Source: an optimization exercise on an open RTL-to-GDS flow (aim: small area, a short achievable clock period and few clock cycles). Production flows keep margins and buffers that such runs may drop.
Function was checked by simulation only, so behaviour that the tests miss may differ from the original.
Power is estimated from default activity; no workload was simulated.

==> flow/design.v <==
module lz77_enc (
    input  wire        clk,
    input  wire        rst,              
    input  wire        in_valid,
    output wire        in_ready,
    input  wire [23:0] in_pixel,         
    input  wire        in_last,          
    output wire        out_valid,
    input  wire        out_ready,
    output wire [7:0]  out_byte,
    output wire        out_last          
);
    reg [11:0] pbuf;
    reg [1:0]  pcnt;                     
    reg        plast;                    
    reg        pfirst;                   
    reg        nfirst;                   
    reg        rdy;                      
    reg [67:0] sw;                       
    reg [15:0] alive;                    
    reg [3:0]  cur_len;                  
    reg        flush;                    
    reg        o_valid, s_valid;
    reg [7:0]  o_byte,  s_byte;
    reg        o_last,  s_last;
    wire       have    = (pcnt != 2'd0);
    wire       step    = have && !s_valid;
    wire [3:0] x       = pbuf[11:8];
    wire       is_end  = plast && (pcnt == 2'd1);
    reg [15:0] m;
    integer o;
    always @* begin
        for (o = 0; o < 16; o = o + 1)
            m[o] = (sw[4*o +: 4] == x);
    end
    wire [15:0] a      = alive & m;
    wire        ends   = (cur_len == 4'd9) || (a == 16'd0);
    reg [3:0] best;
    always @* begin
        best = 4'd0;
        for (o = 0; o < 16; o = o + 1)
            if (alive[o]) best = o;
    end
    wire [7:0] tok = (cur_len == 4'd1) ? {1'b0, sw[67:64], 3'b000}
                                       : {1'b1, cur_len[2:0] - 3'd2, best};
    wire emit = !s_valid && (flush || (have && !pfirst && cur_len != 4'd0 && ends));
    wire take_in = in_valid && rdy;
    wire o_free  = !o_valid || out_ready;
    wire [1:0] pcnt_n    = take_in ? 2'd3 : (step ? pcnt - 2'd1 : pcnt);
    wire       s_valid_n = s_valid ? !o_free : (emit && !o_free);
    assign in_ready  = rdy;
    assign out_valid = o_valid;
    assign out_byte  = o_byte;
    assign out_last  = o_last;
    always @(posedge clk) begin
        if (rst) begin
            pcnt    <= 2'd0;
            nfirst  <= 1'b1;
            rdy     <= 1'b1;
            flush   <= 1'b0;
            o_valid <= 1'b0;
            s_valid <= 1'b0;
        end else begin
            pcnt    <= pcnt_n;
            rdy     <= (pcnt_n == 2'd0) || (pcnt_n == 2'd1 && !s_valid_n);
            s_valid <= s_valid_n;
            if (take_in)
                nfirst <= in_last;
            if (!s_valid)
                flush <= step && !pfirst && is_end;
            if (o_free)
                o_valid <= s_valid || emit;
        end
    end
    wire        sw_hold  = !step;
    wire        sw_slide = step && !pfirst;
    wire        sw_seed  = step && pfirst;
    wire [67:0] sw_n = ({68{sw_hold}}  & sw)
                     | ({68{sw_slide}} & {x, sw[67:4]})
                     | ({68{sw_seed}}  & {17{x}});
    wire        restart  = (cur_len == 4'd0) || ends;
    wire [15:0] alive_n  = ({16{sw_hold}} & alive)
                         | ({16{sw_slide}} & m & (alive | {16{restart}}));
    wire        pb_load  = rdy;
    wire        pb_shift = !rdy && step;
    wire        pb_hold  = !rdy && !step;
    wire [11:0] pbuf_n   = ({12{pb_load}}  & {in_pixel[23:20], in_pixel[15:12], in_pixel[7:4]})
                         | ({12{pb_shift}} & {pbuf[7:0], 4'd0})
                         | ({12{pb_hold}}  & pbuf);
    wire        plast_n  = (pb_load & in_last) | (!pb_load & plast);
    wire        pfirst_n = (pb_load & nfirst)  | (pb_hold & pfirst);
    wire        cl_one   = step && (pfirst || restart);
    wire        cl_inc   = step && !pfirst && !restart;
    wire        cl_hold  = !step && !(flush && !s_valid);
    wire [3:0]  cur_len_n = ({4{cl_one}}  & 4'd1)
                          | ({4{cl_inc}}  & (cur_len + 4'd1))
                          | ({4{cl_hold}} & cur_len);
    wire        ob_skid  = o_free && s_valid;
    wire        ob_tok   = o_free && !s_valid;
    wire [7:0]  o_byte_n = ({8{ob_skid}} & s_byte) | ({8{ob_tok}} & tok) | ({8{!o_free}} & o_byte);
    wire        o_last_n = (ob_skid & s_last) | (ob_tok & flush) | (!o_free & o_last);
    always @(posedge clk) begin
        sw    <= sw_n;
        alive <= alive_n;
        pbuf    <= pbuf_n;
        plast   <= plast_n;
        pfirst  <= pfirst_n;
        cur_len <= cur_len_n;
        o_byte  <= o_byte_n;
        o_last  <= o_last_n;
        if (!s_valid) begin
            s_byte <= tok;
            s_last <= flush;
        end
    end
endmodule
Settings: LEC_CHECK=0, CAP_MARGIN=20, CORE_MARGIN=2, CORE_UTILIZATION=65, CTS_BUF_LIST=sky130_fd_sc_hd__clkbuf_8, CTS_CLUSTER_DIAMETER=80, CTS_CLUSTER_SIZE=30, SLEW_MARGIN=20; clock period 10.0 ns.
standard.sh (not shown) runs the stock make flow with config.mk's settings and CLKGATE_MAP_FILE= SYNTH_SCRIPT=/design/flow/synth_recipe.tcl, a recipe that flattens the netlist after the stock synthesis.
==> flow/flow/run.sh <==
#!/bin/bash
# Custom flow: the standard layout, with timing repair aiming for
# 7.6 ns of setup slack instead of the flow default, so that the resizer
# also works on paths that already meet the clock, and a clock tree built
# without dummy loads. Logs are kept here.
bash standard.sh SETUP_SLACK_MARGIN=7.6 \
  "CTS_ARGS=-sink_clustering_enable -repair_clock_nets -dont_use_dummy_load -sink_clustering_size 30 -sink_clustering_max_diameter 80 -root_buf sky130_fd_sc_hd__clkbuf_16 -buf_list sky130_fd_sc_hd__clkbuf_4" \
  finish > standard.log 2>&1
Testbench counts at the start, summed over its fixed seeds: cycles 70,407.
Edit:
==> flow/flow/run.sh (replaced) <==
#!/bin/bash
# Custom flow: the standard layout, with timing repair aiming for
# 7.3 ns of setup slack instead of the flow default, so that the resizer
# also works on paths that already meet the clock, and a clock tree built
# without dummy loads. Logs are kept here.
bash standard.sh SETUP_SLACK_MARGIN=7.3 \
  "CTS_ARGS=-sink_clustering_enable -repair_clock_nets -dont_use_dummy_load -sink_clustering_size 30 -sink_clustering_max_diameter 80 -root_buf sky130_fd_sc_hd__clkbuf_16 -buf_list sky130_fd_sc_hd__clkbuf_4" \
  finish > standard.log 2>&1
- CORE_UTILIZATION: 65 -> 40
Routed wire length decreases by 5.6%.
Maximum frequency decreases by about 1%.
Design area decreases by 3.7%.
Critical path depth stays the same.
Total power decreases by about 7%.
Edit:
- CORE_UTILIZATION: 40 -> 55
Cell area fell by 1.0%.
Count of clock-buffer cells in the layout stays the same.
Global-route usage rose by 7.3 points.
Power barely changes.
Die area falls by 26%.
Via count rises by 0.42%.
Wire length goes up by 2.0%.
Clock power came out higher by about 2%.
Edit:
==> flow/flow/run.sh (replaced) <==
#!/bin/bash
# Custom flow: the standard layout, with timing repair aiming for
# 7.3 ns of setup slack instead of the flow default, so that the resizer
# also works on paths that already meet the clock, and a clock tree built
# without dummy loads. Logs are kept here.
bash standard.sh SETUP_SLACK_MARGIN=7.3 \
  "CTS_ARGS=-sink_clustering_enable -repair_clock_nets -dont_use_dummy_load -sink_clustering_size 30 -sink_clustering_max_diameter 80 -buf_list sky130_fd_sc_hd__clkbuf_8" \
  finish > standard.log 2>&1
- CORE_UTILIZATION: 55 -> 40
=>
- worst hold slack gets worse by 0.0033 ns
- power came out higher by a few percent
- final cell count came out higher by a few percent
- setup slack gets worse by 0.073 ns
- global-route usage came out lower by 7.5 points
- routed wire length came out lower by a few percent
- final area came out higher by a few percent
- sequential share of layout area came out lower by 0.96 points
- non-clock buffer count came out lower by 3

-- re-timing with driven ports --
No port has a modelled driver above. Below, the same layouts with a new extraction and two added sets of constraints. Step 1 sets driving cells, clkbuf_16 on the clock port and buf_2 on the other inputs (assumed; they add their load-dependent delay and slew). Step 2, shift: input delay + t, output delay - t, t = (earliest + latest rising clock arrival at the registers) / 2. This alone moves slack from input paths to output paths. Slacks: ideal ports / drivers / drivers and shift; pairs: ideal ports / drivers.
| run | t (ns) | slack for setup (ns) | worst slew at a driven data input, ns |
|---|---|---|---|
| the first run | 0.381 | 7.189 / 7.148 / 7.203 | 0.05 |
| the second run | 0.391 | 7.162 / 7.119 / 7.040 | 0.04 |
| the third run | 0.390 | 7.169 / 7.131 / 7.035 | 0.03 |
| the fourth run | 0.461 | 7.096 / 7.062 / 6.904 | 0.04 |
After both steps setup and hold are still met in every run listed. The setup slack of the fourth run, which loses most, moves by -0.034 ns with the drivers and by -0.192 ns with both steps.
